What follows belongs to an exercise in optimizing a design on an open flow for a short achievable clock period; a production flow would make more cautious choices.
At most, simulation tests tie the RTL to the original design; equivalence was not proved.
Power and IR drop assume default switching activity.

==> inputs of 10-12 <==
## trace_codec
module trace_codec (
    input  wire        clk,
    input  wire        rst,
    input  wire        instruction_valid,
    input  wire        branch_taken,
    input  wire [31:0] branch_target,
    input  wire        trap,
    input  wire        is_return,
    input  wire        is_indirect_jump,
    input  wire        retire_valid,
    input  wire        writeback_valid,
    input  wire [4:0]  writeback_register,
    input  wire [31:0] writeback_value,
    input  wire        breakpoint_valid,
    input  wire [3:0]  breakpoint_reason,
    output reg  [4:0]  enc_count,
    output reg  [63:0] enc_data,
    input  wire [63:0] dec_window,
    input  wire [4:0]  dec_avail,
    output reg         dec_ok,
    output reg  [1:0]  dec_fault,
    output reg  [4:0]  dec_consumed,
    output reg         dec_seq_valid,
    output reg  [2:0]  dec_seq,
    output reg         dec_branch_taken,
    output reg         dec_trap,
    output reg         dec_is_return,
    output reg         dec_is_indirect_jump,
    output reg         dec_pc_valid,
  ...
==> flow/config.mk <==
export PLATFORM = sky130hd
export DESIGN_NAME = trace_codec
export DESIGN_NICKNAME = trace_codec
export VERILOG_FILES = /design/flow/design.v
export SDC_FILE = /design/flow/constraint.sdc
export NUM_CORES = 4
export LEC_CHECK = 0
export CAP_MARGIN = 20
export CORE_MARGIN = 2
export CORE_UTILIZATION = 40
export SLEW_MARGIN = 20
==> flow/constraint.sdc <==
create_clock -name core_clock -period 30.0 [get_ports {clk}]
set_input_delay 6.0000 -clock core_clock [delete_from_list [all_inputs] [get_ports {clk}]]
set_output_delay 6.0000 -clock core_clock [all_outputs]
set_load 0.01 [all_outputs]
standard.sh (not shown) runs the stock make flow with config.mk's settings and CLKGATE_MAP_FILE= SYNTH_SCRIPT=/design/flow/synth_recipe.tcl, a recipe that flattens the netlist after the stock synthesis.
==> flow/flow/run.sh <==
#!/bin/bash
# Standard ORFS layout of the design, at the design's clock and constraints,
# with timing repair asked to keep a large setup margin: at the design's
# period the paths already meet timing, so without a margin repair_timing
# leaves the critical path as synthesis mapped it.
set -euo pipefail
cd "$(dirname "$0")/.."
bash standard.sh SETUP_SLACK_MARGIN=24 finish > flow_make.log 2>&1
==> 02-08 (differences from 10-12) <==
--- a/flow/design.v
+++ b/flow/design.v
@@ -50,67 +50,83 @@
     input  wire [31:0] branch_target,
     input  wire [4:0]  writeback_register,
     input  wire [31:0] writeback_value,
     output reg  [4:0]  count,
     output reg  [63:0] nybble_data
 );
     wire [36:0] wbv = {writeback_value, writeback_register};
-    function [2:0] nbytes;
-        input [39:0] v;
-        begin
-            if (v[39:32] != 8'd0)      nbytes = 3'd5;
-            else if (v[31:24] != 8'd0) nbytes = 3'd4;
-            else if (v[23:16] != 8'd0) nbytes = 3'd3;
-            else if (v[15:8] != 8'd0)  nbytes = 3'd2;
-            else if (v[7:0] != 8'd0)   nbytes = 3'd1;
-            else                       nbytes = 3'd0;
-        end
-    endfunction
-    wire [2:0] k_pc = nbytes({8'd0, branch_target});
-    wire [2:0] k_wb = nbytes({3'd0, wbv});
-    wire [47:0] blk = nsq ? {8'd0, branch_target, 1'b0, k_pc, 4'hC} :
-                      wb  ? {3'd0, wbv, 1'b1, k_wb, 4'hC} : 48'd0;
+    wire        pnz = (pending != 3'd0);
     wire [4:0] nz_pc, nz_wb;
     assign nz_pc[4] = 1'b0;
     assign nz_pc[3] = |branch_target[31:24];
     assign nz_pc[2] = |branch_target[31:16];
     assign nz_pc[1] = |branch_target[31:8];
     assign nz_pc[0] = |branch_target;
     assign nz_wb[4] = |wbv[36:32];
     assign nz_wb[3] = |wbv[36:24];
     assign nz_wb[2] = |wbv[36:16];
     assign nz_wb[1] = |wbv[36:8];
     assign nz_wb[0] = |wbv;
+    wire [2:0] k_pc = {nz_pc[3], nz_pc[1] & ~nz_pc[3],
+                       (nz_pc[0] & ~nz_pc[1]) | (nz_pc[2] & ~nz_pc[3])};
+    wire [2:0] k_wb = {nz_wb[3], nz_wb[1] & ~nz_wb[3],
+                       (nz_wb[0] & ~nz_wb[1]) | (nz_wb[2] & ~nz_wb[3]) | nz_wb[4]};
     wire [6:0] mh_pc = {nz_pc[4], nz_pc[3] & ~nz_pc[4], nz_pc[2] & ~nz_pc[3],
                         nz_pc[1] & ~nz_pc[2], nz_pc[0] & ~nz_pc[1], ~nz_pc[0], 1'b0};
     wire [6:0] mh_wb = {nz_wb[4], nz_wb[3] & ~nz_wb[4], nz_wb[2] & ~nz_wb[3],
                         nz_wb[1] & ~nz_wb[2], nz_wb[0] & ~nz_wb[1], ~nz_wb[0], 1'b0};
-    wire [6:0] mh = nsq ? mh_pc : wb ? mh_wb : 7'b0000001;
-    wire       fn = flush & nsq;
-    wire [2:0] eh = {fn & bkpt_valid, fn ^ bkpt_valid, ~fn & ~bkpt_valid};
-    integer e, m;
+    wire [47:0] blk_pc = {8'd0, branch_target, 1'b0, k_pc, 4'hC};
+    wire [47:0] blk_wb = {3'd0, wbv, 1'b1, k_wb, 4'hC};
+    wire [4:0] x, y;
+    assign x[0] = 1'b0;
+    assign x[1] = nsq & ~pnz & ~bkpt_valid;
+    assign x[2] = nsq &  pnz & ~bkpt_valid;
+    assign x[3] = nsq & ~pnz &  bkpt_valid;
+    assign x[4] = nsq &  pnz &  bkpt_valid;
+    assign y[0] = ~nsq & wb & ~pnz & ~bkpt_valid;
+    assign y[1] = ~nsq & wb &  pnz & ~bkpt_valid;
+    assign y[2] = ~nsq & wb & ~pnz &  bkpt_valid;
+    assign y[3] = ~nsq & wb &  pnz &  bkpt_valid;
+    assign y[4] = 1'b0;
     wire [3:0] seq_n  = {1'b0, pending};
     wire [3:0] nseq_n = {2'b10, rr};
     wire [7:0] bk_n   = {bkpt, 4'hD};
+    wire [2:0] eh = {pnz & bkpt_valid, pnz ^ bkpt_valid, ~pnz & ~bkpt_valid};
+    reg  [63:0] body;
+    reg  [15:0] head;
+    reg  [4:0]  c_pc, c_wb, c_no;
+    integer o, e, m;
     always @* begin
+        body = 64'd0;
+        for (o = 0; o < 5; o = o + 1)
+            body = body | ({64{x[o]}} & ({16'd0, blk_pc} << (4 * o)))
+                        | ({64{y[o]}} & ({16'd0, blk_wb} << (4 * o)));
         case ({flush, nsq, bkpt_valid})
-            3'b000: nybble_data = {16'd0, blk};
-            3'b001: nybble_data = {8'd0, blk, bk_n};
-            3'b010: nybble_data = {12'd0, blk, nseq_n};
-            3'b011: nybble_data = {4'd0, blk, bk_n, nseq_n};
-            3'b100: nybble_data = {12'd0, blk, seq_n};
-            3'b101: nybble_data = {4'd0, blk, bk_n, seq_n};
-            3'b110: nybble_data = {8'd0, blk, nseq_n, seq_n};
-            default: nybble_data = {blk, bk_n, nseq_n, seq_n};
+            3'b000: head = 16'd0;
+            3'b001: head = {8'd0, bk_n};
+            3'b010: head = {12'd0, nseq_n};
+            3'b011: head = {4'd0, bk_n, nseq_n};
+            3'b100: head = {12'd0, seq_n};
+            3'b101: head = {4'd0, bk_n, seq_n};
+            3'b110: head = {8'd0, nseq_n, seq_n};
+            default: head = {bk_n, nseq_n, seq_n};
         endcase
-        count[0] = flush ^ nsq;
-        count[4:1] = 4'd0;
-        for (e = 0; e < 3; e = e + 1)
-            for (m = 0; m < 7; m = m + 1)
-                if (eh[e] & mh[m]) count[4:1] = count[4:1] | (e + m);
+        nybble_data = body | {48'd0, head};
+        c_pc[0] = ~pnz;                          
+        c_pc[4:1] = 4'd0;
+        c_wb[0] = pnz;                           
+        c_wb[4:1] = 4'd0;
+        for (m = 1; m < 7; m = m + 1) begin
+            for (e = 0; e < 3; e = e + 1)
+                if (mh_pc[m] & eh[e]) c_pc[4:1] = c_pc[4:1] | (m + e);
+            if (mh_wb[m] & ~bkpt_valid) c_wb[4:1] = c_wb[4:1] | m;
+            if (mh_wb[m] &  bkpt_valid) c_wb[4:1] = c_wb[4:1] | (m + 1);
+        end
+        c_no = {3'd0, bkpt_valid, flush};        
+        count = nsq ? c_pc : (wb ? c_wb : c_no);
     end
 endmodule
 module trace_decode (
     input  wire [63:0] window,
     input  wire [4:0]  avail,             
     output reg         ok,
     output reg  [1:0]  fault,             
@@ -132,20 +148,33 @@
     wire [3:0] s [0:15];
     genvar g;
     generate
         for (g = 0; g < 16; g = g + 1) begin : g_nyb
             assign s[g] = window[4*g +: 4];
         end
     endgenerate
+    function ge_c;
+        input [4:0] a;
+        input [4:0] m;
+        integer i;
+        reg r;
+        begin
+            r = 1'b1;
+            for (i = 0; i < 5; i = i + 1)
+                r = m[i] ? (a[i] & r) : (a[i] | r);
+            ge_c = r;
+        end
+    endfunction
     wire [17:0] ge;
     generate
-        for (g = 0; g < 18; g = g + 1) begin : g_ge
-            assign ge[g] = (avail >= g);
+        for (g = 0; g < 17; g = g + 1) begin : g_ge
+            assign ge[g] = ge_c(avail, g);
         end
     endgenerate
+    assign ge[17] = 1'b0;
     wire s0_zero = (s[0] == 4'h0);
     wire s0_res  = (s[0][3:1] == 3'b111);
     wire a       = ~s[0][3] & (s[0][2:0] != 3'd0);      
     wire n0      = (s[0][3:2] == 2'b10);                 
     wire n1      = (s[1][3:2] == 2'b10) & ge[2];         
     wire [4:0] cc;                                       
     generate
@@ -163,56 +192,69 @@
     assign du[2] = (s[2] == 4'hD);
     wire [4:0] q2;
     assign q2[0] = q1_0 & ~du[0];
     assign q2[1] = q1_1 & ~du[1];
     assign q2[2] = (q1_2 & ~du[2]) | (q1_0 & du[0]);
     assign q2[3] = q1_1 & du[1];
     assign q2[4] = q1_2 & du[2];
+    wire [4:0] c_u;
+    generate
+        for (g = 0; g < 5; g = g + 1) begin : g_cu
+            assign c_u[g] = (s[g] == 4'hC);
+        end
+    endgenerate
+    wire [4:0] dp;
+    assign dp[0] = c_u[0];
+    assign dp[1] = (a | n0) & c_u[1];
+    assign dp[2] = ((a & n1u) | du[0]) & c_u[2];
+    assign dp[3] = (a | n0) & du[1] & c_u[3];
+    assign dp[4] = a & n1u & du[2] & c_u[4];
     wire bk_trunc = (q1_0 & du[0] & ~ge[2]) |
                     (q1_1 & du[1] & ge[2] & ~ge[3]) |
                     (q1_2 & du[2] & ge[3] & ~ge[4]);
     reg  [4:0] v_ok;
     reg  [1:0] v_fault [0:4];
     reg  [4:0] v_cons  [0:4];
     reg  [4:0] d_pc;         
     reg  [4:0] d_wb;         
     reg  [2:0] k_p [0:4];
     reg  [5:0] kb_p [0:4];   
     reg        fits;
+    reg  [4:0] len;
     integer p, b;
     always @* begin
         for (p = 0; p < 5; p = p + 1) begin
             k_p[p] = s[p+1][2:0];
             case (k_p[p])
-                3'd0: fits = ge[p+2];
-                3'd1: fits = ge[p+4];
-                3'd2: fits = ge[p+6];
-                3'd3: fits = ge[p+8];
-                3'd4: fits = ge[p+10];
-                3'd5: fits = ge[p+12];
-                default: fits = 1'b0;
+                3'd0: begin fits = ge[p+2];  len = p + 2;  end
+                3'd1: begin fits = ge[p+4];  len = p + 4;  end
+                3'd2: begin fits = ge[p+6];  len = p + 6;  end
+                3'd3: begin fits = ge[p+8];  len = p + 8;  end
+                3'd4: begin fits = ge[p+10]; len = p + 10; end
+                3'd5: begin fits = ge[p+12]; len = p + 12; end
+                default: begin fits = 1'b0;  len = 5'd0;   end
             endcase
             if (~ge[p+1]) begin
                 v_ok[p] = 1'b1; v_fault[p] = 2'd0; v_cons[p] = avail;
             end else if (s[p] != 4'hC) begin
                 v_ok[p] = 1'b1; v_fault[p] = 2'd0; v_cons[p] = p;
             end else if (~ge[p+2]) begin
                 v_ok[p] = 1'b0; v_fault[p] = 2'd2; v_cons[p] = 5'd0;
-            end else if (k_p[p] > 3'd5) begin
+            end else if (k_p[p][2] & k_p[p][1]) begin     
                 v_ok[p] = 1'b0; v_fault[p] = 2'd3; v_cons[p] = 5'd0;
             end else if (~fits) begin
                 v_ok[p] = 1'b0; v_fault[p] = 2'd2; v_cons[p] = 5'd0;
             end else begin
                 v_ok[p] = 1'b1; v_fault[p] = 2'd0;
-                v_cons[p] = p + 2 + {k_p[p], 1'b0};
+                v_cons[p] = len;
             end
             for (b = 0; b < 6; b = b + 1)
-                kb_p[p][b] = (k_p[p] > b);
-            d_pc[p] = q2[p] & cc[p] & ~s[p+1][3];
-            d_wb[p] = q2[p] & cc[p] &  s[p+1][3];
+                kb_p[p][b] = ge_c({2'd0, k_p[p]}, b + 1);
+            d_pc[p] = dp[p] & ge[p+1] & ~s[p+1][3];
+            d_wb[p] = dp[p] & ge[p+1] &  s[p+1][3];
         end
     end
     reg [4:0] sel_cons;
     reg [1:0] sel_fault;
     reg       sel_ok;
     always @* begin
         sel_ok    = 1'b0;
==> flow/flow/run.sh (replaced) <==
#!/bin/bash
# Standard ORFS layout of the design, at the design's clock and constraints,
# with timing repair asked to keep a large setup margin: at the design's
# period the paths already meet timing, so without a margin repair_timing
# leaves the critical path as synthesis mapped it.
set -euo pipefail
cd "$(dirname "$0")/.."
bash standard.sh SETUP_SLACK_MARGIN=24 ADDER_MAP_FILE= ABC_DRIVER_CELL=sky130_fd_sc_hd__buf_8 finish > flow_make.log 2>&1
==> comparison table <==
	02-08	10-12
Result of the run	finished clean	finished clean
Combinational power share	0.278	0.299
Buffers & Inverters on Critical Path	2	8
Number of inserted filler cells in the final layout	1,597	1,699
Final critical-path share of the clock period	0.2511	0.2578
Share of synthesized area occupied by flip-flops and latches	0.3131	0.3122
Worst IR drop on VDD	0.02851 mV	0.02405 mV
Pleak	6.951 nW	7.292 nW
Post-Route Utilization	0.7739	0.7662
Vias after detailed routing	14.81k	14.49k
Largest incremental delay on the critical path	0.40 ns	0.41 ns
Wire length of the first global-routing pass	80.72 mm	80.47 mm
Insertion delay of the later-clocked pin in the worst-skew pair	0.45 ns	0.44 ns
Antenna diode count	1	3
Buffers inserted during post-CTS setup optimization	160	132
Count of state elements after synthesis	156	161
Count of multi-input gates	1,032	1,012
Placed insts	1,834	1,860
Only the layout flow was run in 02-08; the RTL was not checked for function there.

==> afterwards: timing with drivers on the ports <==
In the flow no input, the clock included, has a driving cell. The finished layouts below were timed again as built, in two steps. Step 1: set_driving_cell puts a clkbuf_16 on clk and a buf_2 on each other input, an assumption about the parent block. Step 2 adds t to the input delays and takes it off the output delays; t is the mean of the earliest and latest rising clock arrival at the registers after step 1. Input paths then give back, and output paths get back, about the clock's delay inside the block. Three values: no drivers, after step 1, after step 2; two values: the first two.
run | t (ns) | setup WS [ns] | worst hold slack (ns) | latest minus earliest clock arrival (ns) | pins driven straight from the clock port
10-12 | 0.491 | 22.266 / 22.273 / 21.782 | 0.483 / 0.483 / 0.483 | 0.018 / 0.018 | 1
02-08 | 0.498 | 22.468 / 22.491 / 21.993 | 0.629 / 0.629 / 0.629 | 0.021 / 0.021 | 1
After both steps setup and hold are still met in every run listed. For 10-12, which loses most, drivers alone change the setup slack by +0.007 ns; drivers and shift together by -0.484 ns.
